From an optimization exercise on the open Yosys and OpenROAD flow, aimed at small area; shortcuts taken in it are not production practice.
Function was checked by simulation only, so behaviour that the tests miss may differ from the original.
No activity file was given, so power comes from the tool's default toggle rates.

== v6 ==
==> flow/design.v (excerpt) <==
module lifi_link (
    input  wire         clk,
    input  wire         rst,
    input  wire [119:0] adc_raw,
    input  wire         adc_ok,
    output wire [7:0]   rx_byte,
    output wire         rx_valid,
    output wire [3:0]   rx_state,
    output wire [2:0]   rx_err,
    output wire         rx_fault,
    input  wire [7:0]   tx_data,
    input  wire         tx_valid,
    output wire         tx_ready,
    output wire         led,
    input  wire         led_ok,
    output wire [2:0]   tx_state,
    output wire         tx_fault
);
    wire is_on;
    lifi_osd u_osd (
        .adc_raw(adc_raw),
        .is_on  (is_on)
    );
    lifi_rx u_rx (
        .clk     (clk),
        .rst     (rst),
        .is_on   (is_on),
        .adc_ok  (adc_ok),
        .rx_byte (rx_byte),
        .rx_valid(rx_valid),
        .rx_state(rx_state),
        .rx_err  (rx_err),
        .rx_fault(rx_fault)
    );
    lifi_tx u_tx (
        .clk     (clk),
        .rst     (rst),
        .tx_data (tx_data),
        .tx_valid(tx_valid),
        .led_ok  (led_ok),
        .tx_ready(tx_ready),
        .led     (led),
        .tx_state(tx_state),
        .tx_fault(tx_fault)
    );
endmodule
For scale: about 460 cells after synthesis.
==> flow/config.mk <==
export PLATFORM = sky130hd
export DESIGN_NAME = lifi_link
export DESIGN_NICKNAME = lifi_link
export VERILOG_FILES = /design/flow/design.v
export SDC_FILE = /design/flow/constraint.sdc
export NUM_CORES = 4
export LEC_CHECK = 0
export CAP_MARGIN = 20
export CORE_MARGIN = 2
export CORE_UTILIZATION = 40
export SLEW_MARGIN = 20
export SYNTH_HIERARCHICAL = 1
==> flow/constraint.sdc <==
create_clock -name core_clock -period 25.0 [get_ports {clk}]
set_input_delay 5.0000 -clock core_clock [delete_from_list [all_inputs] [get_ports {clk}]]
set_output_delay 5.0000 -clock core_clock [all_outputs]
set_load 0.01 [all_outputs]
standard.sh (not shown) runs the stock make flow with config.mk's settings and CLKGATE_MAP_FILE= SYNTH_SCRIPT=/design/flow/synth_recipe.tcl, a recipe that flattens the netlist after the stock synthesis.
==> flow/flow/run.sh <==
#!/bin/bash
# Own layout flow:
#  1. the standard synthesis (standard.sh synth), unchanged;
#  2. the synthesized netlist's combinational cells re-mapped by Yosys/ABC
#     with an area-oriented script (flip-flops, full adders and tie cells are
#     kept as they are, with their names);
#  3. the standard layout from floorplan to finish, with the smallest
#     buffer for the port buffers and a small clock tree.
# Each tool's full output goes to a log file of its own in this folder.
set -euo pipefail
here=$(pwd)
res="$here/orfs/results/${FLOW_PLATFORM}/lifi_link/base"
lib="$FLOW_HOME/platforms/${FLOW_PLATFORM}/lib/sky130_fd_sc_hd__tt_025C_1v80.lib"
yosys="$FLOW_HOME/../tools/install/yosys/bin/yosys"
# the platform's DONT_USE_CELLS
dont_use="-dont_use sky130_fd_sc_hd__lpflow_bleeder_1 -dont_use sky130_fd_sc_hd__lpflow_clkbufkapwr_1 -dont_use sky130_fd_sc_hd__lpflow_clkbufkapwr_16 -dont_use sky130_fd_sc_hd__lpflow_clkbufkapwr_2 -dont_use sky130_fd_sc_hd__lpflow_clkbufkapwr_4 -dont_use sky130_fd_sc_hd__lpflow_clkbufkapwr_8 -dont_use sky130_fd_sc_hd__lpflow_clkinvkapwr_1 -dont_use sky130_fd_sc_hd__lpflow_clkinvkapwr_16 -dont_use sky130_fd_sc_hd__lpflow_clkinvkapwr_2 -dont_use sky130_fd_sc_hd__lpflow_clkinvkapwr_4 -dont_use sky130_fd_sc_hd__lpflow_clkinvkapwr_8 -dont_use sky130_fd_sc_hd__lpflow_decapkapwr_12 -dont_use sky130_fd_sc_hd__lpflow_decapkapwr_3 -dont_use sky130_fd_sc_hd__lpflow_decapkapwr_4 -dont_use sky130_fd_sc_hd__lpflow_decapkapwr_6 -dont_use sky130_fd_sc_hd__lpflow_decapkapwr_8 -dont_use sky130_fd_sc_hd__lpflow_inputiso0n_1 -dont_use sky130_fd_sc_hd__lpflow_inputiso0p_1 -dont_use sky130_fd_sc_hd__lpflow_inputiso1n_1 -dont_use sky130_fd_sc_hd__lpflow_inputiso1p_1 -dont_use sky130_fd_sc_hd__lpflow_inputisolatch_1 -dont_use sky130_fd_sc_hd__lpflow_isobufsrc_1 -dont_use sky130_fd_sc_hd__lpflow_isobufsrc_16 -dont_use sky130_fd_sc_hd__lpflow_isobufsrc_2 -dont_use sky130_fd_sc_hd__lpflow_isobufsrc_4 -dont_use sky130_fd_sc_hd__lpflow_isobufsrc_8 -dont_use sky130_fd_sc_hd__lpflow_isobufsrckapwr_16 -dont_use sky130_fd_sc_hd__lpflow_lsbuf_lh_hl_isowell_tap_1 -dont_use sky130_fd_sc_hd__lpflow_lsbuf_lh_hl_isowell_tap_2 -dont_use sky130_fd_sc_hd__lpflow_lsbuf_lh_hl_isowell_tap_4 -dont_use sky130_fd_sc_hd__lpflow_lsbuf_lh_isowell_4 -dont_use sky130_fd_sc_hd__lpflow_lsbuf_lh_isowell_tap_1 -dont_use sky130_fd_sc_hd__lpflow_lsbuf_lh_isowell_tap_2 -dont_use sky130_fd_sc_hd__lpflow_lsbuf_lh_isowell_tap_4 -dont_use sky130_fd_sc_hd__probe_p_8 -dont_use sky130_fd_sc_hd__probec_p_8"

bash standard.sh synth > log_1_synth.log 2>&1

cp "$res/1_2_yosys.v" "$here/synth_standard.v"
bb="sky130_fd_sc_hd__*df* sky130_fd_sc_hd__*dl* sky130_fd_sc_hd__fa_* sky130_fd_sc_hd__conb_*"
"$yosys" -p "read_liberty -ignore_miss_func $lib; blackbox $bb;
  read_verilog $here/synth_standard.v;
  hierarchy -top $FLOW_TOP; flatten; opt -purge; techmap; opt;
  abc -liberty $lib -script $here/flow/remap.abc $dont_use;
  opt_clean -purge;
  write_verilog -noattr -nohex -nodec $here/synth_abc.v" > log_2_remap.log 2>&1
"$yosys" -p "read_liberty -lib $lib; read_verilog $here/synth_abc.v;
  hierarchy -top $FLOW_TOP; opt_clean -purge; splitnets; opt_clean -purge;
  hilomap -singleton -hicell sky130_fd_sc_hd__conb_1 HI -locell sky130_fd_sc_hd__conb_1 LO;
  insbuf -buf sky130_fd_sc_hd__buf_4 A X;
  check -assert; stat -liberty $lib;
  write_verilog -noattr -nohex -nodec $here/synth_remapped.v" > log_3_clean.log 2>&1
cp "$here/synth_remapped.v" "$res/1_2_yosys.v"
rm -f "$res/1_synth.odb" "$res/1_synth.sdc"

bash standard.sh \
  "BUFFER_PORTS_ARGS=-buffer_cell sky130_fd_sc_hd__buf_1" \
  "CTS_ARGS=-sink_clustering_enable -repair_clock_nets -dont_use_dummy_load -buf_list sky130_fd_sc_hd__clkbuf_4" \
  finish > log_5_finish.log 2>&1
Other scripts of this flow, unchanged in this note and not shown: flow/flow/remap.abc
Modified inputs, v7 compared to v6
--- a/flow/design.v
+++ b/flow/design.v
@@ -372,25 +372,25 @@
         end
     end
     always @(posedge clk) begin
         if (act) shift <= n_shift;
         if (rst) begin
             state    <= S_WAIT_START;
             pre      <= 4'd0;
             cnt      <= 10'd0;
             rx_byte  <= 8'd0;
             rx_valid <= 1'b0;
             rx_err   <= ERR_NONE;
         end else begin
-            pre      <= (pre == 4'd9) ? 4'd0 : pre + 4'd1;
+            pre      <= (pre == 4'd9) ? 4'd0 : {pre[2:0], ~(pre[3] ^ pre[2])};
             rx_valid <= act & n_valid;
             if (act) begin
                 state   <= n_state;
                 cnt     <= (n_load ? 10'd0 : cnt) + 10'd1;
                 rx_byte <= n_byte;
                 rx_err  <= n_err;
             end
         end
     end
 endmodule
 module lifi_tx (
     input  wire       clk,
@@ -477,25 +477,26 @@
         if (tx_ready) hold <= tx_data;
         if (rst) begin
             state <= S_WAIT_INPUT;
             pre   <= 7'd0;
             unit  <= 4'd0;
             led   <= 1'b0;
         end else begin
             if (step) begin
                 state <= n_state;
                 unit  <= n_unit;
                 if (write && led_ok) led <= n_led;
             end
-            pre <= (n_state == S_WAIT_INPUT && step || pre == 7'd99) ? 7'd0 : pre + 7'd1;
+            pre <= (n_state == S_WAIT_INPUT && step || pre == 7'd75) ? 7'd0
+                                                               : {pre[5:0], ~(pre[6] ^ pre[5])};
         end
     end
 endmodule
 module lifi_link (
     input  wire         clk,
     input  wire         rst,
     input  wire [119:0] adc_raw,
     input  wire         adc_ok,
     output wire [7:0]   rx_byte,
     output wire         rx_valid,
     output wire [3:0]   rx_state,
     output wire [2:0]   rx_err,
--- outcome ---
Worst reg2reg path depth up 7 in v7 wrt v6
On v7: hold slack is 0.011 ns higher than what v6 gave.
Comparing v7 and v6, minimum clock period is higher on v7.
Net load switching power in v7 is about 2.2% below v6.
v7 reports a higher met1 track utilization from global routing than v6 does.
The synthesized cell count reported for v7 is smaller than that of v6 by about 6%.
Max freq v6 -> v7: degraded
Final setup skew: v7 worse than v6
v7: non-clock buffer count 1 above v6

## the reference run
lifi_link, a different RTL version from the one above (not shown whole).
Size in the first run: ~160 I/O pins.
==> module lifi_rx, before the edit <==
module lifi_rx (
    input  wire       clk,
    input  wire       rst,
    input  wire       is_on,      
    input  wire       adc_ok,     
    output reg  [7:0] rx_byte,
    output reg        rx_valid,
    output wire [3:0] rx_state,
    output reg  [2:0] rx_err,
    output wire       rx_fault
);
    localparam [3:0] S_WAIT_START = 4'd0,
                     S_MEAS_START = 4'd1,
                     S_IDLE_DELAY = 4'd2,
                     S_GAP1       = 4'd3,
                     S_BIT_PRE    = 4'd4,
                     S_BIT_POST   = 4'd5,
                     S_GAP2       = 4'd6,
                     S_WAIT_STOP  = 4'd7,
                     S_MEAS_STOP  = 4'd8,
                     S_HALT       = 4'd9;
    localparam [2:0] ERR_NONE          = 3'd0,
                     ERR_START_TIMEOUT = 3'd1,
                     ERR_START_WINDOW  = 3'd2,
                     ERR_STOP_TIMEOUT  = 3'd3,
                     ERR_STOP_WINDOW   = 3'd4,
                     ERR_HW_FAULT      = 3'd5;
    reg [3:0] state;
    reg [3:0] pre;      
    reg [7:0] cnt;
    reg [8:0] shift;    
    wire [9:0] polls = {shift[1:0], cnt};    
    wire timeout = (polls >= 10'd1000);
    reg [3:0] n_state;
    reg       n_load;   
    reg [8:0] n_shift;
    reg [7:0] n_byte;
    reg       n_valid;
    reg [2:0] n_err;
    wire act = (pre == 4'd0) && (state != S_HALT);
    assign rx_state = state;
    assign rx_fault = (state == S_HALT);
    wire in_window_start = (cnt >= 8'd60) && (cnt <= 8'd80);
    wire in_window_stop  = (cnt >= 8'd90) && (cnt <= 8'd110);
    wire meas_full       = (cnt >= 8'd200);
    always @* begin
        n_state = state;
        n_load  = 1'b0;
        n_shift = shift;
        n_byte  = rx_byte;
        n_valid = 1'b0;
        n_err   = rx_err;
        case (state)
            S_WAIT_START: begin
                if (timeout) begin
                    n_err   = ERR_START_TIMEOUT;
                    n_state = S_IDLE_DELAY;
                    n_load  = 1'b1;
                end else if (is_on) begin
                    n_state = S_MEAS_START;
                    n_load  = 1'b1;
                end
            end
            S_MEAS_START: begin
                if (meas_full || !is_on) begin
                    n_load = 1'b1;
                    if (in_window_start) begin
                        n_state = S_GAP1;
                    end else begin
                        n_err   = ERR_START_WINDOW;
                        n_state = S_IDLE_DELAY;
                    end
                end
            end
            S_GAP1: begin
                if (cnt[3:0] == 4'd10) begin
                    n_shift = 9'd1;
                    n_state = S_BIT_PRE;
                    n_load  = 1'b1;
                end
            end
            S_BIT_PRE: begin
                if (cnt[2:0] == 3'd5) begin
                    n_shift = {shift[7:0], is_on};
                    n_state = S_BIT_POST;
                    n_load  = 1'b1;
                end
            end
            S_BIT_POST: begin
                if (cnt[2:0] == 3'd5) begin
                    n_state = shift[8] ? S_GAP2 : S_BIT_PRE;
                    n_load  = 1'b1;
                end
            end
            S_WAIT_STOP: begin
                if (meas_full) begin
                    n_err   = ERR_STOP_TIMEOUT;
                    n_state = S_WAIT_START;
                end else if (is_on) begin
                    n_state = S_MEAS_STOP;
                    n_load  = 1'b1;
                end
            end
            S_MEAS_STOP: begin
                if (meas_full || !is_on) begin
                    if (in_window_stop && (meas_full || adc_ok)) begin
                        n_byte  = shift[7:0];
                        n_valid = 1'b1;
                        n_err   = ERR_NONE;
                    end else begin
                        n_err   = ERR_STOP_WINDOW;
                    end
                    n_state = S_WAIT_START;
                end
            end
            default: ;
        endcase
        if ((state == S_IDLE_DELAY && cnt[5:0] == 6'd50) ||
            (state == S_GAP2 && cnt[3:0] == 4'd10)) begin
            n_state = (state == S_GAP2) ? (is_on ? S_MEAS_STOP : S_WAIT_STOP)
                                        : (is_on ? S_MEAS_START : S_WAIT_START);
            n_load  = 1'b1;
        end else if (n_state == S_WAIT_START && state != S_WAIT_START) begin
            n_state = is_on ? S_MEAS_START : S_WAIT_START;
            n_load  = 1'b1;
        end
        if (n_state == S_WAIT_START)
            n_shift[1:0] = (state == S_WAIT_START && !n_load) ? shift[1:0] + {1'b0, &cnt} : 2'b00;
        if (!adc_ok && (state == S_WAIT_START ? !timeout :
                        state == S_MEAS_START ? !meas_full :
                        state == S_MEAS_STOP  ? 1'b1 :
                        state == S_WAIT_STOP  ? 1'b1 :
                        state == S_BIT_PRE    ? cnt[2:0] == 3'd5 :
                        state == S_IDLE_DELAY ? cnt[5:0] == 6'd50 :
                        state == S_GAP2       ? cnt[3:0] == 4'd10 : 1'b0)) begin
            n_state = S_HALT;
            n_err   = ERR_HW_FAULT;
        end
    end
    always @(posedge clk) begin
        if (rst)
            shift[1:0] <= 2'b00;
        else if (act)
            shift[1:0] <= n_shift[1:0];
        if (act) shift[8:2] <= n_shift[8:2];
        if (rst) begin
            state    <= S_WAIT_START;
            pre      <= 4'd0;
            cnt      <= 8'd0;
            rx_byte  <= 8'd0;
            rx_valid <= 1'b0;
            rx_err   <= ERR_NONE;
        end else begin
            pre      <= (pre == 4'd9) ? 4'd0 : {pre[2:0], ~(pre[3] ^ pre[2])};
            rx_valid <= act & n_valid;
            if (act) begin
                state   <= n_state;
                cnt     <= (n_load ? 8'd0 : cnt) + 8'd1;
                rx_byte <= n_byte;
                rx_err  <= n_err;
            end
        end
    end
endmodule
clock: 25.0 ns
lec_check: 0
cap_margin: 20
core_margin: 2
core_utilization: 40
slew_margin: 20
synth_hierarchical: 1
==> flow/flow/run.sh <==
#!/bin/bash
# Own layout flow:
#  1. the standard synthesis (standard.sh synth), unchanged;
#  3. the standard layout from floorplan to finish, with the smallest
#     buffer for the port buffers and a clock tree of clkbuf_4 cells without
#     dummy loads.
# Each tool's full output goes to a log file of its own in this folder.
set -euo pipefail
here=$(pwd)
res="$here/orfs/results/${FLOW_PLATFORM}/lifi_link/base"
lib="$FLOW_HOME/platforms/${FLOW_PLATFORM}/lib/sky130_fd_sc_hd__tt_025C_1v80.lib"
yosys="$FLOW_HOME/../tools/install/yosys/bin/yosys"
# the platform's DONT_USE_CELLS
dont_use="-dont_use sky130_fd_sc_hd__lpflow_bleeder_1 -dont_use sky130_fd_sc_hd__lpflow_clkbufkapwr_1 -dont_use sky130_fd_sc_hd__lpflow_clkbufkapwr_16 -dont_use sky130_fd_sc_hd__lpflow_clkbufkapwr_2 -dont_use sky130_fd_sc_hd__lpflow_clkbufkapwr_4 -dont_use sky130_fd_sc_hd__lpflow_clkbufkapwr_8 -dont_use sky130_fd_sc_hd__lpflow_clkinvkapwr_1 -dont_use sky130_fd_sc_hd__lpflow_clkinvkapwr_16 -dont_use sky130_fd_sc_hd__lpflow_clkinvkapwr_2 -dont_use sky130_fd_sc_hd__lpflow_clkinvkapwr_4 -dont_use sky130_fd_sc_hd__lpflow_clkinvkapwr_8 -dont_use sky130_fd_sc_hd__lpflow_decapkapwr_12 -dont_use sky130_fd_sc_hd__lpflow_decapkapwr_3 -dont_use sky130_fd_sc_hd__lpflow_decapkapwr_4 -dont_use sky130_fd_sc_hd__lpflow_decapkapwr_6 -dont_use sky130_fd_sc_hd__lpflow_decapkapwr_8 -dont_use sky130_fd_sc_hd__lpflow_inputiso0n_1 -dont_use sky130_fd_sc_hd__lpflow_inputiso0p_1 -dont_use sky130_fd_sc_hd__lpflow_inputiso1n_1 -dont_use sky130_fd_sc_hd__lpflow_inputiso1p_1 -dont_use sky130_fd_sc_hd__lpflow_inputisolatch_1 -dont_use sky130_fd_sc_hd__lpflow_isobufsrc_1 -dont_use sky130_fd_sc_hd__lpflow_isobufsrc_16 -dont_use sky130_fd_sc_hd__lpflow_isobufsrc_2 -dont_use sky130_fd_sc_hd__lpflow_isobufsrc_4 -dont_use sky130_fd_sc_hd__lpflow_isobufsrc_8 -dont_use sky130_fd_sc_hd__lpflow_isobufsrckapwr_16 -dont_use sky130_fd_sc_hd__lpflow_lsbuf_lh_hl_isowell_tap_1 -dont_use sky130_fd_sc_hd__lpflow_lsbuf_lh_hl_isowell_tap_2 -dont_use sky130_fd_sc_hd__lpflow_lsbuf_lh_hl_isowell_tap_4 -dont_use sky130_fd_sc_hd__lpflow_lsbuf_lh_isowell_4 -dont_use sky130_fd_sc_hd__lpflow_lsbuf_lh_isowell_tap_1 -dont_use sky130_fd_sc_hd__lpflow_lsbuf_lh_isowell_tap_2 -dont_use sky130_fd_sc_hd__lpflow_lsbuf_lh_isowell_tap_4 -dont_use sky130_fd_sc_hd__probe_p_8 -dont_use sky130_fd_sc_hd__probec_p_8"
bb="sky130_fd_sc_hd__*df* sky130_fd_sc_hd__*dl* sky130_fd_sc_hd__fa_* sky130_fd_sc_hd__conb_*"

bash standard.sh synth > log_1_synth.log 2>&1
cp "$res/1_2_yosys.v" "$here/synth_standard.v"

# remap IN TAG SEED: re-map the netlist IN into synth_TAG.v, its area in area_TAG.txt
remap() {
  local in=$1 tag=$2 seed=$3
  printf 'strash\n&get -n\n&deepsyn -T 40 -S %s\n&put\ndch -f\namap\n' "$seed" > "$here/remap_$tag.abc"
  "$yosys" -p "read_liberty -ignore_miss_func $lib; blackbox $bb;
    read_verilog $in;
    hierarchy -top $FLOW_TOP; flatten; rename -hide w:_*; opt -purge; techmap; opt;
    abc -liberty $lib -script $here/remap_$tag.abc $dont_use;
    opt_clean -purge;
    write_verilog -noattr -nohex -nodec $here/abc_$tag.v" > "log_2_remap_$tag.log" 2>&1
  "$yosys" -p "read_liberty -lib $lib; read_verilog $here/abc_$tag.v;
    hierarchy -top $FLOW_TOP; opt_clean -purge; splitnets; opt_clean -purge;
    hilomap -singleton -hicell sky130_fd_sc_hd__conb_1 HI -locell sky130_fd_sc_hd__conb_1 LO;
    insbuf -buf sky130_fd_sc_hd__buf_1 A X;
    check -assert; tee -o $here/area_$tag.txt stat -liberty $lib;
    write_verilog -noattr -nohex -nodec $here/synth_$tag.v" > "log_3_clean_$tag.log" 2>&1
}
best=""; best_area=""
# pick TAG...: keep the smallest of the given results in best
pick() {
  local tag a
  for tag in "$@"; do
    [[ -f "$here/synth_$tag.v" ]] || continue
    a=$(sed -n "s/.*Chip area for module .*: *\([0-9.]*\).*/\1/p" "$here/area_$tag.txt" | tail -1)
    echo "$tag area $a" >> log_2_remap_choice.log
    if [[ -z "$best" ]] || awk -v a="$a" -v b="$best_area" 'BEGIN{exit !(a < b)}'; then
      best=$tag; best_area=$a
    fi
  done
}
for s in 1 2 3 4; do remap "$here/synth_standard.v" "a$s" "$s" & done; wait
for s in 5 6 7 8; do remap "$here/synth_standard.v" "a$s" "$s" & done; wait
pick a1 a2 a3 a4 a5 a6 a7 a8
first=$best
for s in 1 2 3 4; do remap "$here/synth_$first.v" "b$s" "$s" & done; wait
pick b1 b2 b3 b4
echo "kept $best area $best_area" >> log_2_remap_choice.log
cp "$here/synth_$best.v" "$here/synth_remapped.v"
cp "$here/synth_remapped.v" "$res/1_2_yosys.v"
rm -f "$res/1_synth.odb" "$res/1_synth.sdc"

bash standard.sh \
  "BUFFER_PORTS_ARGS=-buffer_cell sky130_fd_sc_hd__buf_1" \
  "CTS_ARGS=-sink_clustering_enable -repair_clock_nets -dont_use_dummy_load -buf_list sky130_fd_sc_hd__clkbuf_4" \
  finish > log_5_finish.log 2>&1
### the reference run -> the trial run
-- flow/design.v --
<<< the reference run, line 267
    reg [3:0] pre;      
    reg [7:0] cnt;
    reg [8:0] shift;    
    wire [9:0] polls = {shift[1:0], cnt};    
    wire timeout = (polls >= 10'd1000);
    reg [3:0] n_state;
    reg       n_load;   
    reg [8:0] n_shift;
    reg [7:0] n_byte;
    reg       n_valid;
>>> the trial run, line 267
    reg [3:0] pre;      
    reg [7:0] cnt;
    reg [7:0] shift;    
    wire [9:0] polls = {shift[1:0], cnt};    
    wire timeout = (polls >= 10'd1000);
    reg [3:0] n_state;
    reg       n_load;   
    reg [7:0] n_shift;
    reg [7:0] n_byte;
    reg       n_valid;
<<< the reference run, line 282
    wire in_window_stop  = (cnt >= 8'd90) && (cnt <= 8'd110);
    wire meas_full       = (cnt >= 8'd200);
    always @* begin
        n_state = state;
>>> the trial run, line 282
    wire in_window_stop  = (cnt >= 8'd90) && (cnt <= 8'd110);
    wire meas_full       = (cnt >= 8'd200);
    wire half_end = (cnt[2:0] == 3'd7);
    wire bump     = (state == S_GAP1 || state == S_BIT_PRE ||
                     state == S_BIT_POST || state == S_GAP2) && half_end;
    wire gap_done = (cnt[3:0] == 4'd15);    
    always @* begin
        n_state = state;
<<< the reference run, line 312
            end
            S_GAP1: begin
                if (cnt[3:0] == 4'd10) begin
                    n_shift = 9'd1;
                    n_state = S_BIT_PRE;
                    n_load  = 1'b1;
                end
            end
            S_BIT_PRE: begin
                if (cnt[2:0] == 3'd5) begin
                    n_shift = {shift[7:0], is_on};
                    n_state = S_BIT_POST;
                    n_load  = 1'b1;
                end
            end
            S_BIT_POST: begin
                if (cnt[2:0] == 3'd5) begin
                    n_state = shift[8] ? S_GAP2 : S_BIT_PRE;
                    n_load  = 1'b1;
                end
            end
            S_WAIT_STOP: begin
>>> the trial run, line 316
            end
            S_GAP1: begin
                if (gap_done)
                    n_state = S_BIT_PRE;
            end
            S_BIT_PRE: begin
                if (half_end) begin
                    n_shift = {shift[6:0], is_on};
                    n_state = S_BIT_POST;
                end
            end
            S_BIT_POST: begin
                if (half_end)    
                    n_state = cnt[7] ? S_GAP2 : S_BIT_PRE;
            end
            S_WAIT_STOP: begin
<<< the reference run, line 343
                if (meas_full || !is_on) begin
                    if (in_window_stop && (meas_full || adc_ok)) begin
                        n_byte  = shift[7:0];
                        n_valid = 1'b1;
                        n_err   = ERR_NONE;
>>> the trial run, line 341
                if (meas_full || !is_on) begin
                    if (in_window_stop && (meas_full || adc_ok)) begin
                        n_byte  = shift;
                        n_valid = 1'b1;
                        n_err   = ERR_NONE;
<<< the reference run, line 355
        endcase
        if ((state == S_IDLE_DELAY && cnt[5:0] == 6'd50) ||
            (state == S_GAP2 && cnt[3:0] == 4'd10)) begin
            n_state = (state == S_GAP2) ? (is_on ? S_MEAS_STOP : S_WAIT_STOP)
                                        : (is_on ? S_MEAS_START : S_WAIT_START);
>>> the trial run, line 353
        endcase
        if ((state == S_IDLE_DELAY && cnt[5:0] == 6'd50) ||
            (state == S_GAP2 && gap_done)) begin
            n_state = (state == S_GAP2) ? (is_on ? S_MEAS_STOP : S_WAIT_STOP)
                                        : (is_on ? S_MEAS_START : S_WAIT_START);
<<< the reference run, line 369
                        state == S_MEAS_STOP  ? 1'b1 :
                        state == S_WAIT_STOP  ? 1'b1 :
                        state == S_BIT_PRE    ? cnt[2:0] == 3'd5 :
                        state == S_IDLE_DELAY ? cnt[5:0] == 6'd50 :
                        state == S_GAP2       ? cnt[3:0] == 4'd10 : 1'b0)) begin
            n_state = S_HALT;
            n_err   = ERR_HW_FAULT;
>>> the trial run, line 367
                        state == S_MEAS_STOP  ? 1'b1 :
                        state == S_WAIT_STOP  ? 1'b1 :
                        state == S_BIT_PRE    ? half_end :
                        state == S_IDLE_DELAY ? cnt[5:0] == 6'd50 :
                        state == S_GAP2       ? gap_done : 1'b0)) begin
            n_state = S_HALT;
            n_err   = ERR_HW_FAULT;
<<< the reference run, line 381
        else if (act)
            shift[1:0] <= n_shift[1:0];
        if (act) shift[8:2] <= n_shift[8:2];
        if (rst) begin
            state    <= S_WAIT_START;
>>> the trial run, line 379
        else if (act)
            shift[1:0] <= n_shift[1:0];
        if (act) shift[7:2] <= n_shift[7:2];
        if (rst) begin
            state    <= S_WAIT_START;
<<< the reference run, line 394
            if (act) begin
                state   <= n_state;
                cnt     <= (n_load ? 8'd0 : cnt) + 8'd1;
                rx_byte <= n_byte;
                rx_err  <= n_err;
>>> the trial run, line 392
            if (act) begin
                state   <= n_state;
                cnt     <= n_load ? {6'd0, n_state == S_GAP1, 1'b1}
                                  : (cnt + 8'd1) | {6'd0, bump, bump};
                rx_byte <= n_byte;
                rx_err  <= n_err;
Results
As far as reported max-cap violation count is concerned, the reference run and the trial run perform about the same.
Going from the reference run to the trial run, global-route usage over all layers level; final standard cell utilization of the core level; total power moved down; non-clock buffer count moved down.
The run showing the greater sequential share of layout area is the reference run.
Of the trial run and the reference run, the reference run shows the higher setup slack, with the trial run below it.
The trial run: design internal power lower than the reference run
The reference run → the trial run: clock period minus worst slack climbed 0.24 ns, multi-input gate share of total cell area higher, number of stages on the worst setup path grew by 2.
Net count reported at finish: the trial run vs the reference run down about 1.3%
For the fmax, the trial run came in about 1.7% lower than the reference run did.
The capturing instance or port of the critical path comes out u_rx.cnt[4] in one run and u_rx.cnt[1] in the other, namely in the reference run and the trial run respectively.
Higher overall routed net length goes to the reference run over the trial run.

## what the ideal ports hide
In the flow no input, the clock included, has a driving cell. The finished layouts below were timed again as built, in two steps. Step 1 (the two cells are an assumption about what drives the block):
set clk [get_ports {clk}]
set_driving_cell -lib_cell sky130_fd_sc_hd__clkbuf_16 $clk
set_driving_cell -lib_cell sky130_fd_sc_hd__buf_2 [delete_from_list [all_inputs] $clk]
Step 2 also shifts input and output timing later by t, the mid clock arrival at the registers, as if the neighbouring blocks saw the same clock. Slacks: ideal / step 1 / step 2; pairs: ideal / step 1.
run | t (ns) | setup slack, ns | worst setup path at the end | worst register clock-pin slew, ns
v6 | 0.421 | 11.296 / 11.301 / 10.879 | input to register | 0.10 / 0.10
v7 | 0.401 | 11.164 / 11.163 / 10.762 | input to register | 0.10 / 0.10
the reference run | 0.416 | 11.396 / 11.398 / 10.981 | input to register | 0.10 / 0.10
the trial run | 0.404 | 11.158 / 11.159 / 10.754 | input to register | 0.09 / 0.09
After both steps every run listed still meets setup and hold. The setup slack of v6, which loses most, moves by +0.005 ns with the drivers and by -0.417 ns with both steps.
